From an optimization exercise on the open Yosys and OpenROAD flow, aimed at small area; shortcuts taken in it are not production practice. Function was checked by simulation only, so behaviour that the tests miss may differ from the original. No activity file was given, so power comes from the tool's default toggle rates.

==> flow/design.v (outline; a module is shown in full before it is edited, if it fits) <==
// module fcdmx_next: 198 lines
// module fcdmx_next_flat: 1120 lines
// module fcdmx_seq: 74 lines
module fcdmx_seq (
    input  wire        clk,
    input  wire        rst,
    input  wire        tick,
    input  wire [1:0]  fg_op,
    input  wire [15:0] cmd,
    input  wire        win_valid,
    input  wire [79:0] win,
    output wire        bus_clk,
    output wire        bus_dat,
    output wire        bus_lat
);
  // ...
==> flow/flow/run.sh <==
#!/bin/bash
# The standard layout (standard.sh) with three changes:
#  * synthesis maps the logic with an area-oriented ABC script
#    (flow/abc_area.script: &dch, then &nf with delay relaxed and more
#    cuts and area rounds) in place of
#    ORFS's abc_area.script, and leaves adders to ABC (no ADDER_MAP_FILE,
#    so no half/full adder cells); everything else in synthesis is
#    unchanged, so the registers are those of the standard synthesis;
#  * the port buffers are the smallest buffer cell (buf_1);
#  * the clock tree has no dummy loads.
# ORFS's scripts folder is copied into this work folder with only
# abc_area.script replaced. Each tool's output is in standard.log and in
# orfs/logs/.
set -e
rm -rf scripts_area
cp -r "$FLOW_HOME/scripts" scripts_area
cp flow/abc_area.script scripts_area/abc_area.script
export SCRIPTS_DIR="$PWD/scripts_area"
export ADDER_MAP_FILE=
export BUFFER_PORTS_ARGS="-buffer_cell sky130_fd_sc_hd__buf_1"
export CTS_ARGS="-sink_clustering_enable -repair_clock_nets -dont_use_dummy_load"
bash standard.sh > standard.log 2>&1
==> flow/flow/abc_area.script <==
strash; &get -n; &dch; &nf -R 1000 -F 8 -A 4 -p -C 32; &put; topo; dnsize -c
==> flow/standard.sh <==
#!/bin/bash
# synth_recipe.tcl (not shown) runs the flow's synth.tcl, then flattens the netlist and writes it again
# the make line also repeats each setting of config.mk as NAME=value (left out here)
make -C /OpenROAD-flow-scripts/flow DESIGN_CONFIG=/design/flow/config.mk WORK_HOME=/design/flow/orfs CLKGATE_MAP_FILE= SYNTH_SCRIPT=/design/flow/synth_recipe.tcl "${@:-finish}"
==> flow/config.mk <==
export PLATFORM = sky130hd
export DESIGN_NAME = fcdmx_seq
export DESIGN_NICKNAME = fcdmx_seq
export VERILOG_FILES = /design/flow/design.v
export SDC_FILE = /design/flow/constraint.sdc
export NUM_CORES = 4
export LEC_CHECK = 0
export ABC_AREA = 1
export CAP_MARGIN = 20
export CORE_MARGIN = 2
export CORE_UTILIZATION = 60
export SLEW_MARGIN = 20
==> flow/constraint.sdc <==
create_clock -name core_clock -period 10.0 [get_ports {clk}]
set_input_delay 2.0000 -clock core_clock [delete_from_list [all_inputs] [get_ports {clk}]]
set_output_delay 2.0000 -clock core_clock [all_outputs]
set_load 0.01 [all_outputs]
==> run notes, run 1 <==
Initial Util 0.609; Fillers 553; R2R depth 11; unrepaired setup endpoints after global routing no; crit path launch cmd[1]; f_max 0.233 GHz; met3 routed WL 1960 um; CP most frequent cell a21oi_1; layout cells sized above 1 0.0234; Synth cell types 51; first-pass GRT wire length 24,300 um; ys flop type dfxtp_1; Wirelength per Cell 21.8 um; H-tree levels 2; tap cell count 80; Clock Network Area Fraction 0.0154; final setup margin 5.71 ns; CP Capture Point cnt[0]; CP required 10.12 ns; Clk pwr share 0.187; fraction of area in multi-input gates 0.654; status finished clean; CP arrival 4.42 ns; slowest stage delay, CP 0.66 ns; met3 Use GR 0.0819; clk sinks 53; Biggest Area Class multi-input gates; biggest regs cnt (9), ptr (8), speed (8); slew of the pin with the lowest slew margin 0.950 ns; P&R area growth vs syn 10.1%
==> run 2, diff against run 1 <==
--- a/flow/config.mk
+++ b/flow/config.mk
@@ -9,4 +9,5 @@
 export CAP_MARGIN = 20
 export CORE_MARGIN = 2
 export CORE_UTILIZATION = 60
+export GPL_TIMING_DRIVEN = 0
 export SLEW_MARGIN = 20
==> run notes, run 2 <==
post-route minimum period 4.58 ns; TritonRoute pass-1 iters 6; top cells by area, synth dfxtp_1 (26%), nor2_1 (7.3%), a21oi_1 (6.4%), o21ai_0 (6.0%), nand2_1 (5.4%); R2R depth 13 (+2); yosys warns 1; critical path endpoint category flip-flop; final setup TNS 0 ns; top cells by instance count after synthesis nor2_1 (79), nand2_1 (59), dfxtp_1 (53); first-pass GRT wire length 23,500 um (-3.2%); Synth cell types 51 (unchanged); Worst VDD drop 0.0790 mV; std cell rows 30; Hold WS 0.468 ns; unrepaired setup endpoints after global routing no; Top reg by flops cnt; CP required 10.18 ns (+0.06 ns); total power 582 uW; Syn Nets 683; CP Capture Point ptr[0]; Cell Chain, Critical Path clkinv_1 > nor2_1 > nand2_1 > nand3_1 > nand2b_1 > o2111ai_1 > and3_1 > nor2b_1 > nand2_1 > a31oi_1 > nand3_1 > nand4_1 > nand3_1; P_leak 0.00149 uW; core area 6680 um2; clk sinks 53 (unchanged); area leader, netlist dfxtp_1; RD Place Congestion 1.12; P&R area growth vs syn 8.48%; CP most frequent cell nand3_1; CP arrival 4.76 ns (+0.34 ns); CP Max Fanout 22; clk buf depth 2; mapped cell area 4070 um2; number of top-level pins 105; nets@finish 736; die area 7460 um2; Seq cells post-synth 53; CTS-repair resized insts 0; max FFs per register 9; crit path launch ptr[4]; final hold vios 0; Seq/Total Area, Yosys 0.261; period utilization 0.458; FFs w/ async S/R, synth 0; 1st-iter DRT viols 1,132; GRT Util Overall 0.396; min-delay src bus_ph[0]; Initial Util 0.609 (unchanged); pin count of the biggest net entering global routing 42; pwr/cell area 132 nW/um2; CTS tree yes; Vias/cell 7.37; Root Buffer clkbuf_8; # diodes 0; Max Cap Violations 0; cell total after placement 707; layout cells sized above 1 0.0142 (-0.00916); Reg2Reg Setup Slack 5.42 ns; multi-input logic area 2930 um2; Hold Buf Count CTS 0; H-tree levels 2 (unchanged); clk_skew 0.0309 ns; top-count cell post-synth nor2_1; status finished clean; reg2reg end ptr[0]; biggest regs cnt (9), ptr (8), speed (8); routed vias 5,247; top cell type's share of synthesized area 0.261; slew of the pin with the lowest slew margin 1.06 ns (+0.111 ns); Post-Syn Area per Cell 7.01 um2; initial antenna violation count 0; Clock Pin Slew Worst Setup and Hold Paths 0.11 ns; worst setup path category flip-flop to flip-flop; Synth Instances 581; DRC errors left 0; type of the most critical hold path flip-flop to flip-flop; Num CTS Buffers 5; hpwl dp 10,800 um; die width 86.4 um; number of setup buffers added after CTS 0; ys flop type dfxtp_1; Wirelength per Cell 20.8 um (-4.3%); Die Ht 86.4 um; DRT Wirelength 14,800 um; remaining antenna violation count 0; EDFF count, synth 0; slowest stage delay, CP 0.96 ns (+0.30 ns); Storage cell area 1060 um2; worst r2r src ptr[4]; Final Non-Filler Cells 712; Final Max Tran Viols 0; Worst setup SP type flip-flop; grt ovf 0; most frequent cells in the layout nor2_1 (79), nand2_1 (59), a21oi_1 (52), dfxtp_1 (51), o21ai_0 (49); slowest library cell on the worst path nor2_1; Slew HR 0.290; worst skew pair latency 0.31 ns; Port Buffer Count 46; Fillers 572 (+3.4%); vias in the first global route 4,690; setup violators final 0; commonest non-fill, non-tap cell in the layout nor2_1; f_max 0.218 GHz (-6.2%)
run 2: cell types whose count changed in the layout (fill, tap and decap cells not counted):
cell	before	now
clkbuf_2	0	1
dfxtp_1	53	51
dfxtp_2	0	2
buf_1	46	45
buf_4	9	0
run 2: how the worst min path moves through the flow:
stage          slack [ns]          to  depth (start not counted)
2_1_floorplan        0.43  last_valid                          1
3_3_place_gp         0.44  last_valid                          1
3_5_place_dp         0.45   bus_ph[1]                          2
4_1_cts              0.47   bus_ph[1]                          2
5_1_grt              0.49   bus_ph[1]                          2
6_report             0.47   bus_ph[1]                          2
run 2: layer usage:
layer | part of all wire | vias up | GRT usage
met4 | 0.050 | 0 | 0.186
li1 | - | 2361 | -
met3 | 0.13 | 94 | 0.0829
met2 | 0.44 | 460 | 0.617
met1 | 0.38 | 2332 | 0.525
met5 | 0 | - | 0
run 2: per-stage QoR:
stage / cell area, um2 / setup WS [ns] / utilization
global route: 4420 / 5.21 / 0.661
finish: 4420 / 5.42 / 0.661
floorplan: 4070 / 6.08 / -
detailed placement: 4340 / 5.51 / 0.650
global placement: 4340 / 5.65 / 0.650
CTS: 4410 / 5.77 / 0.660
run 2: area by class of cell:
type | count | area share
inverter | 21 | 0.0179
clock buffer | 5 | 0.0156
tap | 80 | 0.0227
timing repair buffer | 46 | 0.0394
sequential | 53 | 0.241
multi-input combinational | 507 | 0.664
run 2: logic make-up after synthesis:
logic type	Yosys count	synth area share
simple gates	279	0.330
compound gates	213	0.354
flops	53	0.261
buf+inv	21	0.0194
xor+xnor	14	0.0301
mux	1	0.00553
run 2: power by group:
group	switching (uW)	internal, uW
Clock	64.9	45.4
Combinational	119	73.4
Sequential	36.6	243
Total	221	361
run 2: critical path, delay by kind of cell (launching register included):
family                 cells  cell delay (ns)
AND/OR/NAND/NOR           10             2.60
flip-flops                 1             0.95
AO/OA/AOI/OAI              2             0.32
buffers and inverters      1             0.58
==> run 3, diff against run 2 <==
--- a/flow/flow/run.sh
+++ b/flow/flow/run.sh
@@ -18,5 +18,5 @@
 export SCRIPTS_DIR="$PWD/scripts_area"
 export ADDER_MAP_FILE=
 export BUFFER_PORTS_ARGS="-buffer_cell sky130_fd_sc_hd__buf_1"
-export CTS_ARGS="-sink_clustering_enable -repair_clock_nets -dont_use_dummy_load"
+export CTS_ARGS="-sink_clustering_enable -repair_clock_nets -dont_use_dummy_load -buf_list sky130_fd_sc_hd__clkbuf_4 -root_buf sky130_fd_sc_hd__clkbuf_8"
 bash standard.sh > standard.log 2>&1
==> run notes, run 3 <==
die width 86.4 um (unchanged); core area 6680 um2 (unchanged); Hold Path Depth 2 (unchanged); top cells by instance count after synthesis nor2_1 (79), nand2_1 (59), dfxtp_1 (53); Synth Instances 581 (unchanged); Die Ht 86.4 um (unchanged); Worst setup SP type flip-flop; first-pass GRT wire length 23,500 um (unchanged); DRT Wirelength 14,800 um (unchanged); P_int 361 uW (unchanged); RD Place Congestion 1.12 (unchanged); Seq/Total Area, Yosys 0.261 (unchanged); clk sinks 53 (unchanged); Wirelength per Cell 20.8 um (unchanged); Bufs and invs on worst path 1 (unchanged); 1st-iter DRT viols 1,132 (unchanged); sequential share of power 0.479 (about the same); DRC errors left 0 (unchanged); final setup margin 5.42 ns (unchanged); pwr/cell area 132 nW/um2 (unchanged); reg2reg end ptr[0]; FFs w/ async S/R, synth 0 (unchanged); R2R depth 13 (unchanged); post-route cell area 4420 um2 (unchanged); critical path endpoint category flip-flop; # diodes 0 (unchanged); top-count cell post-synth nor2_1; pin count of the biggest net entering global routing 42 (unchanged); worst setup path category flip-flop to flip-flop; Slew HR 0.290 (unchanged); f_max 0.218 GHz (unchanged); status finished clean; setup violators final 0 (unchanged); most frequent cells in the layout nor2_1 (79), nand2_1 (59), a21oi_1 (52), dfxtp_1 (51), o21ai_0 (49); worst skew pair latency 0.31 ns (about the same); post-route minimum period 4.58 ns (unchanged); area leader, netlist dfxtp_1; switching power 221 uW (unchanged); Final Max Tran Viols 0 (unchanged); Cell Chain, Critical Path clkinv_1 > nor2_1 > nand2_1 > nand3_1 > nand2b_1 > o2111ai_1 > and3_1 > nor2b_1 > nand2_1 > a31oi_1 > nand3_1 > nand4_1 > nand3_1; Synth cell types 51 (unchanged); period utilization 0.458 (unchanged); mapped cell area 4070 um2 (unchanged); multi-input logic area 2930 um2 (unchanged); GRT Util Overall 0.396 (unchanged); clk buf depth 2 (unchanged); number of top-level pins 105 (unchanged); Vias/cell 7.37 (unchanged); die area 7460 um2 (unchanged); TritonRoute pass-1 iters 6 (unchanged); CP arrival 4.76 ns (about the same); top cells by area, synth dfxtp_1 (26%), nor2_1 (7.3%), a21oi_1 (6.4%), o21ai_0 (6.0%), nand2_1 (5.4%); slowest library cell on the worst path nor2_1; Reg2Reg Setup Slack 5.42 ns (about the same); type of the most critical hold path flip-flop to flip-flop; worst r2r src ptr[4]; Initial Util 0.609 (unchanged); Worst VDD drop 0.0790 mV (unchanged); CP most frequent cell nand3_1; Comb pwr share 0.331 (about the same); grt ovf 0 (unchanged); routed vias 5,247 (unchanged); hpwl dp 10,800 um (unchanged); Hold WS 0.468 ns (unchanged); P_leak 0.00149 uW (unchanged); CP Max Fanout 22 (unchanged); top cell type's share of synthesized area 0.261 (unchanged); CP required 10.18 ns (about the same); total power 582 uW (unchanged); switching part of the total 0.379 (unchanged); Top reg by flops cnt; remaining antenna violation count 0 (unchanged); CTS-repair resized insts 0 (unchanged); number of setup buffers added after CTS 0 (unchanged); Max Cap Violations 0 (unchanged); std cell rows 30 (unchanged); Hold Buf Count CTS 0 (unchanged); Clk pwr share 0.189 (about the same); layout cells sized above 1 0.0142 (unchanged); max FFs per register 9 (unchanged); Num CTS Buffers 5 (unchanged); Place WS 5.51 ns (unchanged); Clock Pin Slew Worst Setup and Hold Paths 0.11 ns (about the same); ys flop type dfxtp_1; min-delay src bus_ph[0]; Post-Syn Area per Cell 7.01 um2 (unchanged); clk_skew 0.0309 ns (unchanged); Seq cells post-synth 53 (unchanged); EDFF count, synth 0 (unchanged); nets@finish 736 (unchanged); CTS tree yes; biggest regs cnt (9), ptr (8), speed (8); Port Buffer Count 46 (unchanged); yosys warns 1 (unchanged); initial antenna violation count 0 (unchanged); H-tree levels 2 (unchanged); slowest stage delay, CP 0.96 ns (about the same); slew of the pin with the lowest slew margin 1.06 ns (unchanged); commonest non-fill, non-tap cell in the layout nor2_1; final hold vios 0 (unchanged); final setup TNS 0 ns (unchanged); Hold Path End bus_ph[1]; vias in the first global route 4,690 (unchanged); Root Buffer clkbuf_8; Syn Nets 683 (unchanged); Fillers 572 (unchanged); delay-heaviest family, CP simple AND/OR/NAND/NOR gates; unrepaired setup endpoints after global routing no; Storage cell area 1060 um2 (unchanged); dpl cell area 4340 um2 (unchanged); P&R area growth vs syn 8.48% (unchanged)
[run 3: cell counts after synthesis]
Identical to the previous run, type by type.
[run 3: layout make-up]
type,count,area share
clock buffer,5,0.0156
inverter,21,0.0179
multi-input combinational,507,0.664
sequential,53,0.241
tap,80,0.0227
timing repair buffer,46,0.0394
[run 3: worst register-to-register path: cells and delay by family (launching register included)]
kind / cells / cell delay [ns]
buffers and inverters: 1 / 0.59
AO/OA/AOI/OAI: 2 / 0.32
flip-flops: 1 / 0.95
AND/OR/NAND/NOR: 10 / 2.61
[run 3: cell families after synthesis]
group,after synthesis,share of synthesized area
flops,53,0.261
buf+inv,21,0.0194
simple gates,279,0.330
compound gates,213,0.354
xor+xnor,14,0.0301
mux,1,0.00553
[run 3: routing by layer]
metal | global-route usage | wire (um) | up-vias
met2 | 0.617 | 6490 | 460
met4 | 0.186 | 742 | 0
met3 | 0.0829 | 1920 | 94
met1 | 0.525 | 5670 | 2332
li1 | - | - | 2361
met5 | 0 | 0 | -
[run 3: worst max path at each step]
stage / endpoint / slack [ns] / cells past startpoint / from
6_report: ptr[0] / 5.42 / 13 / ptr[4]
5_1_grt: ptr[0] / 5.21 / 13 / ptr[4]
4_1_cts: ptr[0] / 5.77 / 13 / ptr[4]
3_5_place_dp: held_val[3] / 5.51 / 9 / win[29]
3_3_place_gp: held_val[3] / 5.65 / 9 / win[29]
2_1_floorplan: cnt[7] / 6.08 / 9 / tick
[run 3: power by group through the flow]
stage | Combinational (uW) | Clock, uW | Sequential [uW]
after floorplan | 133 | 0 | 272
after global placement | 179 | 0 | 280
after detailed placement | 184 | 0 | 282
after CTS | 185 | 111 | 278
after global routing | 211 | 117 | 284
final | 193 | 110 | 279
[run 3: per-stage QoR]
step | std cells | util
after detailed placement | 707 | 0.650
after CTS | 712 | 0.660
after floorplan | 581 | -
after global routing | 712 | 0.661
final | 712 | 0.661
after global placement | 707 | 0.650

==> separate check: timing with driven ports <==
How much do the figures lean on ideal ports? The routed layouts below were timed once more, with nothing changed but the port constraints.
Step 1, drivers: a clkbuf_16 drives clk and a buf_2 each remaining input, both assumed.
Step 2 adds t to the input delays and takes it off the output delays; t is the mean of the earliest and latest rising clock arrival at the registers after step 1. Input paths then give back, and output paths get back, about the clock's delay inside the block.
Three values: ideal, step 1, step 2; two values: the first two.
| run | t (ns) | slack for setup (ns) | hold slack, ns | worst register clock-pin slew, ns | cell pins on the clock port's net |
|---|---|---|---|---|---|
| run 1 | 0.335 | 5.705 / 5.717 / 5.382 | 0.477 / 0.477 / 0.477 | 0.11 / 0.11 | 1 |
| run 2 | 0.327 | 5.421 / 5.421 / 5.414 | 0.468 / 0.468 / 0.468 | 0.11 / 0.11 | 1 |
| run 3 | 0.327 | 5.421 / 5.421 / 5.414 | 0.468 / 0.468 / 0.468 | 0.11 / 0.11 | 1 |
After both steps setup and hold are still met in every run listed. For run 1, which loses most, drivers alone change the setup slack by +0.012 ns; drivers and shift together by -0.323 ns.
